From an optimization exercise on the open Yosys and OpenROAD flow, aimed at small area, a short achievable clock period and few clock cycles; shortcuts taken in it are not production practice. No functional check of the RTL was part of this run. Power figures rest on the tool's default switching activity, not on a simulated workload.

<file path="flow/config.mk">
export PLATFORM = sky130hd
export DESIGN_NAME = hostlink_framer
export DESIGN_NICKNAME = hostlink_framer
export VERILOG_FILES = /design/flow/design.v
export SDC_FILE = /design/flow/constraint.sdc
export NUM_CORES = 4
export LEC_CHECK = 0
export CAP_MARGIN = 20
export CORE_MARGIN = 2
export CORE_UTILIZATION = 40
export SLEW_MARGIN = 20
</file>
<file path="flow/constraint.sdc">
create_clock -name core_clock -period 10.0 [get_ports {clk}]
set_input_delay 2.0000 -clock core_clock [delete_from_list [all_inputs] [get_ports {clk}]]
set_output_delay 2.0000 -clock core_clock [all_outputs]
set_load 0.01 [all_outputs]
</file>
<file path="flow/design.v">
module hostlink_framer (
    input  wire       clk,
    input  wire       rst,         
    input  wire       in_valid,
    input  wire [7:0] in_data,
    output wire       in_ready,
    output reg        out_valid,
    output reg  [7:0] out_data,
    output reg        out_first,
    output reg        out_last
);
    reg [7:0] mem0 [0:127];        
    reg [7:0] mem1 [0:127];        
    reg        rdy;
    reg        s0v;                
    reg  [7:0] s0d;
    reg  [9:0] tail;               
    reg  [7:0] R;                  
    assign in_ready = rdy;
    wire       acc = in_valid & rdy;
    wire [7:0] wq  = R ^ s0d;      
    always @(posedge clk) begin
        s0d <= in_data;
        if (s0v) begin
            if (tail[0]) mem1[tail[7:1]] <= wq;
            else         mem0[tail[7:1]] <= wq;
        end
    end
    reg  [6:0] A0, A1;
    reg  [7:0] D0, D1;
    reg  [7:0] r0, r1;
    integer k;
    always @(*) begin
        r0 = 8'd0;
        r1 = 8'd0;
        for (k = 0; k < 128; k = k + 1) begin
            r0 = r0 | (mem0[k] & {8{A0 == k}});
            r1 = r1 | (mem1[k] & {8{A1 == k}});
        end
    end
    always @(posedge clk) begin
        D0 <= r0;
        D1 <= r1;
    end
    reg        pv;                 
    reg  [9:0] pa2;                
    reg  [7:0] pL;                 
    reg  [7:0] pfb;                
    reg  [7:0] pq1;                
    localparam T_NONE = 2'd0, T_FB = 2'd1, T_L = 2'd2, T_MEM = 2'd3;
    reg  [1:0] ist;                
    reg  [9:0] oi;                 
    reg  [7:0] ocnt;               
    reg  [7:0] cfb, cL, cq1;       
    reg  [1:0] mty, ety;           
    reg        mlast, elast;
    reg        mbank, ebank;
    reg  [7:0] oprev;
    wire       omem  = (ist == 2'd2);        
    wire       otake = pv & (ist == 2'd0);
    reg  [9:0] p;                  
    reg  [7:0] B;                  
    reg  [7:0] q0, q1, q2, q3;     
    reg  [2:0] nq;                 
    reg  [1:0] fin;                
    reg  [9:0] nf;                 
    reg  [9:0] er;                 
    reg        ev;
    reg        endf;               
    reg        vwait;              
    reg        mcf, mce, mcb;      
    reg        dcf, dce, dcb;      
    reg        bres, beq;          
    reg  [9:0] ef;                 
    reg        efv;
    wire [7:0] cdat = dcb ? D1 : D0;
    wire       cres = dce | bres;
    wire       ceq  = dce ? (cdat == B) : beq;
    wire       cok  = cres & ceq;            
    wire       cbad = cres & ~ceq;           
    wire       hfree = ~pv | otake;
    wire       cacc = (cok | vwait) & hfree;  
    wire [9:0] er1   = er + 10'd1;
    wire [9:0] edist = tail - er;
    wire       ewr   = (edist != 10'd0) & ~edist[9];
    wire       eis   = s0v & (edist == 10'd0);
    wire [9:0] fdist = tail - nf;
    wire       fwr   = (fdist != 10'd0) & ~fdist[9];
    wire       fis   = s0v & (fdist == 10'd0);
    wire [9:0] xdist = tail - ef;
    wire       xwr   = (xdist != 10'd0) & ~xdist[9];
    wire       xis   = s0v & (xdist == 10'd0);
    wire       vwr   = (edist != 10'd0) & (edist != 10'd1) & ~edist[9];
    wire       vis   = s0v & (edist == 10'd1);
    wire       ebok  = ~(omem & (oi[0] == er[0]));
    wire       fbok  = ~(omem & (oi[0] == nf[0]));
    wire       xbok  = ~(omem & (oi[0] == ef[0]));
    wire       vbok  = ~(omem & (oi[0] == er1[0]));
    wire [2:0] qf    = {1'b0, fin} + nq;
    wire       busy  = cok | vwait | cres;
    wire       bx    = cbad & efv & xis;
    wire       iss_x = cbad & efv & ~xis & xwr & xbok;
    wire       bv    = cacc & vis;
    wire       iss_v = cacc & ~vis & vwr & vbok;
    wire       be    = ev & ~endf & ~busy & eis;
    wire       iss_e = ev & ~endf & ~busy & ~eis & ewr & ebok;
    wire       bf    = ~busy & (fin == 2'd0) & (nq < 3'd4) & fis;
    wire       iss_f = ~cacc & ~cok & ~vwait & ~iss_x & ~iss_e & ~bf
                       & (qf < 3'd4) & fwr & fbok;
    wire       c_iss = iss_x | iss_v | iss_e | iss_f;
    wire [9:0] cidx  = iss_x ? ef : iss_v ? er1 : iss_e ? er : nf;
    wire       chg   = cbad | cacc | ((dcf | bf) & (nq == 3'd1 | nq == 3'd2));
    wire [7:0] fdat  = dcf ? cdat : wq;      
    wire [9:0] c_old = (qf >= 3'd2) ? p + 10'd2 : (qf == 3'd1) ? p + 10'd1 : p;
    wire [9:0] oldest = (ist != 2'd0) ? oi : pv ? pa2 : c_old;
    wire [9:0] used   = tail + {9'd0, s0v} - oldest;
    always @(posedge clk) begin
        if (omem & ~oi[0])
            A0 <= oi[7:1];
        else if (c_iss & ~cidx[0])
            A0 <= cidx[7:1];
        if (omem & oi[0])
            A1 <= oi[7:1];
        else if (c_iss & cidx[0])
            A1 <= cidx[7:1];
    end
    always @(posedge clk) begin
        if (rst) begin
            rdy       <= 1'b0;
            s0v       <= 1'b0;
            tail      <= 10'd0;
            R         <= 8'd0;
            pv        <= 1'b0;
            ist       <= 2'd0;
            mty       <= T_NONE;
            ety       <= T_NONE;
            p         <= 10'd0;
            B         <= 8'd0;
            nq        <= 3'd0;
            fin       <= 2'd0;
            nf        <= 10'd0;
            ev        <= 1'b0;
            efv       <= 1'b0;
            endf      <= 1'b0;
            vwait     <= 1'b0;
            mcf       <= 1'b0;
            mce       <= 1'b0;
            dcf       <= 1'b0;
            dce       <= 1'b0;
            bres      <= 1'b0;
            out_valid <= 1'b0;
            out_first <= 1'b0;
            out_last  <= 1'b0;
        end else begin
            s0v <= acc;
            if (s0v) begin
                R    <= wq;
                tail <= tail + 10'd1;
            end
            rdy <= acc ? (used < 10'd255) : (used < 10'd256);
            mty   <= T_NONE;
            mlast <= 1'b0;
            mbank <= oi[0];
            if (otake) begin
                mty  <= T_FB;
                cfb  <= pfb;
                cL   <= pL;
                cq1  <= pq1;
                oi   <= pa2;
                ocnt <= pL;
                ist  <= 2'd1;
                pv   <= 1'b0;
            end else if (ist == 2'd1) begin
                mty <= T_L;
                ist <= 2'd2;
            end else if (ist == 2'd2) begin
                mty   <= T_MEM;
                mlast <= (ocnt == 8'd0);
                oi    <= oi + 10'd1;
                ocnt  <= ocnt - 8'd1;
                if (ocnt == 8'd0)
                    ist <= 2'd0;
            end
            ety   <= mty;
            elast <= mlast;
            ebank <= mbank;
            out_valid <= (ety != T_NONE);
            out_first <= (ety == T_FB);
            out_last  <= (ety == T_MEM) & elast;
            case (ety)
                T_FB:  out_data <= cfb;
                T_L:   begin out_data <= cL; oprev <= cq1; end
                T_MEM: begin
                    out_data <= (ebank ? D1 : D0) ^ oprev;
                    oprev    <= ebank ? D1 : D0;
                end
                default: ;
            endcase
            mcf  <= iss_f | iss_v;
            mce  <= iss_e | iss_x;
            mcb  <= cidx[0];
            dcf  <= mcf;
            dce  <= mce;
            dcb  <= mcb;
            bres <= bx | be;
            ef   <= p + 10'd3 + {2'd0, q1 ^ q2};
            efv  <= (nq >= 3'd3) & ~chg;
            if (cacc) begin
                pv    <= 1'b1;
                pa2   <= p + 10'd2;
                pL    <= q0 ^ q1;
                pfb   <= q0 ^ B;
                pq1   <= q1;
                p     <= er1;
                ev    <= 1'b0;
                endf  <= 1'b0;
                vwait <= 1'b0;
                dcf   <= 1'b0;
                if (bv) begin
                    q0  <= wq;
                    nq  <= 3'd1;
                    fin <= 2'd0;
                    nf  <= er + 10'd2;
                end else if (iss_v) begin
                    nq  <= 3'd0;
                    fin <= 2'd1;
                    nf  <= er + 10'd2;
                end else begin
                    nq  <= 3'd0;
                    fin <= 2'd0;
                    nf  <= er1;
                end
            end else begin
                if (cok)
                    vwait <= 1'b1;
                if (cbad) begin
                    p    <= p + 10'd1;
                    B    <= q0;
                    q0   <= q1;
                    q1   <= (dcf & (nq == 3'd2)) ? cdat : q2;
                    q2   <= (dcf & (nq == 3'd3)) ? cdat : q3;
                    q3   <= cdat;
                    nq   <= nq - 3'd1 + {2'd0, dcf};
                    endf <= bx | iss_x;
                    ev   <= (nq >= 3'd3);
                    er   <= p + 10'd3 + {2'd0, q1 ^ q2};
                    if (bx)
                        beq <= (wq == q0);
                end else begin
                    if (dcf | bf) begin
                        case (nq[1:0])
                            2'd0: q0 <= fdat;
                            2'd1: q1 <= fdat;
                            2'd2: q2 <= fdat;
                            default: q3 <= fdat;
                        endcase
                    end
                    nq <= nq + {2'd0, dcf | bf};
                    if ((dcf | bf) & (nq == 3'd1)) begin
                        ev <= 1'b1;
                        er <= p + 10'd2 + {2'd0, q0 ^ fdat};
                    end else if (~ev & (nq >= 3'd2)) begin
                        ev <= 1'b1;
                        er <= p + 10'd2 + {2'd0, q0 ^ q1};
                    end
                    if (iss_e | be)
                        endf <= 1'b1;
                    if (be)
                        beq <= (wq == B);
                end
                fin <= fin + {1'b0, iss_f} - {1'b0, dcf};
                if (iss_f | bf)
                    nf <= nf + 10'd1;
            end
        end
    end
endmodule
</file>
<file path="flow/run.sh">
#!/bin/bash
# synth_recipe.tcl (not shown) runs the flow's synth.tcl, then flattens the netlist and writes it again
# the make line also repeats each setting of config.mk as NAME=value (left out here)
make -C /OpenROAD-flow-scripts/flow DESIGN_CONFIG=/design/flow/config.mk WORK_HOME=/design/flow/orfs CLKGATE_MAP_FILE= SYNTH_SCRIPT=/design/flow/synth_recipe.tcl finish
</file>
==> metrics.cfg <==
[floorplan]
fp-row-count = 173
die_width_um = 477
io_pins = 23
core_area_um2 = 222000
fp.dieH_um = 477
floorplan.initialDensity_pct = 40.2
die_area_um2 = 227000

[timing]
worst_relative_slew_slack_pct = 1.89
totalNegativeSetupSlack_ns = 0
final_critical_path_setup_slack_ns = 4.14
timing.final.setup_violations = 0
timing_hold_violations_final = 0
hold_ws_ns = 0.420
fin_skew_ns = 0.0992
post-route-min-period_ns = 5.86
max_slew.worst_pin.slew_ns = 1.47
timing.final.max_slew_violations = 0
fin_crit_sh_pct = 58.6
fmax_mhz = 171
rsz_0062_raised_after_global_routing = false

[yosys]
synth_sequential_area_ratio_pct = 76.5
yosysTopAreaCell = edfxtp_1
post-synth-top-area-fraction_pct = 74.3
synth.distinct_cells = 81
synth_commonest_cells = edfxtp_1, nor2_1, a221oi_1
postSynthNetCount = 5633
synth-warning-count = 1
synth.top_cells.by_area = edfxtp_1, a221oi_1, a22o_1, nor2_1, a22oi_1
netlist_instances = 5529
syn_area_um2 = 89400
edff_count_synth = 2213
postSynth.asyncResetShare_pct = 0
synth_most_common_cell = edfxtp_1
synth-main-ff-cell = edfxtp_1
synth.ff_latch_count = 2309
mean_instance_size_in_the_synthesized_netlist_um2 = 16.2

[job]
maxCapViolCount = 0

[clock_network]
clockBufferDepth = 3
cts_buffers = 229
cts-root-buf = clkbuf_16
cts.repair_timing.setup_buffer_count = 0
cts_tree = done
cts_num_sinks = 2309
cts-hold-fix-buffers = 0
cts_resized = 0
clk_latency_ns = 0.92
cts.clk_slew.worst_paths_ns = 0.06
htree_levels = 4

[layout]
area_delta_synth_final_pct = 16.8
seqCellArea_um2 = 68400
final_net_count = 6157
num-fill-cells = 19100
multi_input_area_um2 = 20900
core_utilization_of_the_finished_layout_pct = 47.0
fin_area_um2 = 104000
drive_gt1_share_pct = 16.6

[global_routing]
wire_length_of_the_first_global_routing_pass_um = 537000
grt_start_max_net_pins = 146
grt-ovfl-total = 0
antenna_found_initial = 25
total_global_routing_track_utilization_pct = 35.4
first_global_vias = 57500

[status]
run_status = finished clean

[worst_setup_path]
cell_class_contributing_the_biggest_share_of_worst_path_delay = compound AO/OA/AOI/OAI gates
crit_path_max_fanout = 15
critical_path_required_ns = 10.60
setup.worst_path.end_class = flip-flop
critical_path.cell_chain = ha_1, nor2b_1, o21a_1, or4_1, a21o_1, nor2_1, o2111ai_1, a21oi_1, nand3_1, mux2_2, ha_1, inv_1, fa_1, inv_1, a21oi_1, o21ai_0, a21o_1, a21o_1, a21o_1, a21oi_1, xor2_1, a21oi_1
worst_path_largest_cell_delay_ns = 0.77
worst-endpoint-arrival_ns = 6.46
cp_num_buf_inv = 2
startpoint_type = flip-flop
worstSetupPathType = reg -> reg
slowest_cell_on_crit_path = dfxtp_1

[route]
antenna_violating_nets_post_route = 0
routed_len_inst_um = 44.8
pre_repair_dr_iteration_count = 8
post-route-drc-count = 0
drt-total-wl_um = 414000
route.detailed.vias_per_inst = 6.87
routed_vias = 63500
drt-initial-drc-count = 13400

[placement]
numPortBuffers = 22
dp_hpwl_um = 280000
place_congestion = 1.12
pre_cts_ws_ns = 4.18
placedInstanceArea_um2 = 96500

[power_and_ir_drop]
p_leak_uw = 0.0332
ir_worst_vdd_v = 0.000183
power-per-cell-area_nw_per_um2 = 219

[worst_hold_path]
holdCritPathClass = reg -> reg

==> cell type report <==
class / instances / area share [%]
sequential: 2309 / 65.5
tap: 2975 / 3.57
inverter: 84 / 0.352
clock buffer: 272 / 5.72
antenna: 14 / 0.0336
timing repair buffer: 428 / 3.19
multi-input combinational: 3001 / 20.0
clock inverter: 158 / 1.61
==> worst paths after layout <==
check                              from  endpoint  slack, ns  cells after the start
worst max-delay path            tail[1]     er[8]       4.14                     22
worst min register to register   pfb[2]    cfb[2]       0.42                      0
worst max register to register  tail[1]     er[8]       4.14                     22
worst min-delay path             pfb[2]    cfb[2]       0.42                      0
==> cell usage in the layout, fill, tap and decap left out, types with 25 or more instances in the layout <==
master	count
a21oi_1	119
a221oi_1	368
a22o_1	369
a22oi_1	299
buf_4	385
bufinv_16	26
clkbuf_1	37
clkbuf_16	231
clkinv_1	45
clkinv_2	50
dfxtp_1	96
edfxtp_1	2213
ha_1	88
inv_1	74
mux2i_1	41
nand2_1	169
nand3_1	120
nand4_1	153
nor2_1	456
nor2_2	192
nor2b_1	25
nor3_1	39
nor4_1	36
o21ai_0	65
xnor2_1	95
xor2_1	75
==> report_power, final <==
group	leakage (uW)	total (uW)	internal, uW	switching (uW)
Combinational	0.00879	2970	698	2270
Clock	0.00373	8900	4960	3950
Sequential	0.0207	11000	10800	137
==> flip-flops by register name (all words and copies together), names as in the netlist, 10 cells and up <==
signal	count
er	10
p	10
tail	10
mem0	1024
pa2	10
oi	10
nf	10
mem1	1024
ef	10
==> layer usage <==
layer  track usage, %  up-vias  part of all wire (%)
met5            0.756        -                  0.13
met4             21.3       30                   7.6
met3             17.4     1395                    17
met2             48.5     6270                    40
met1             44.8    32000                    35
li1                 -    23700                     -
==> cells by family (layout without fill, tap and decap cells) <==
family / count (synthesis) / after routing / synth area share (%)
muxes: 66 / 66 / 0.803
AOI/OAI and AO/OA: 1364 / 1364 / 12.1
buffers and inverters: 219 / 942 / 0.958
adders and majority gates: 93 / 93 / 1.34
other: 0 / 14 / 0
DFF: 2309 / 2309 / 76.5
xor gates and xnor gates: 171 / 171 / 1.67
and+or+nand+nor: 1307 / 1307 / 6.67
==> per-stage QoR <==
step / std cells / power, uW
3_5_place_dp: 8784 / 13900
5_1_grt: 9229 / 23100
4_1_cts: 9214 / 22600
3_3_place_gp: 8776 / 13900
2_1_floorplan: 5529 / 12400
6_report: 9241 / 22800

## port drivers added, routing unchanged
How much do the figures lean on ideal ports? The routed layout below was timed once more, with nothing changed but the port constraints.
Step 1 sets driving cells, clkbuf_16 on the clock port and buf_2 on the other inputs (assumed; they add their load-dependent delay and slew).
Step 2, shift: input delay + t, output delay - t, t = (earliest + latest rising clock arrival at the registers) / 2. This alone moves slack from input paths to output paths.
Three values: ideal, step 1, step 2; two values: the first two.
shift t [ns]: 0.964
slack for setup (ns): 4.139 / 4.139 / 4.139
worst hold slack (ns): 0.420 / 0.420 / 0.420
worst setup path at the end: register to register
worst data-port slew with drivers (ns): 0.10
After both steps setup and hold are still met in this run. The setup slack of this run moves by 0.000 ns with the drivers and by 0.000 ns with both steps.
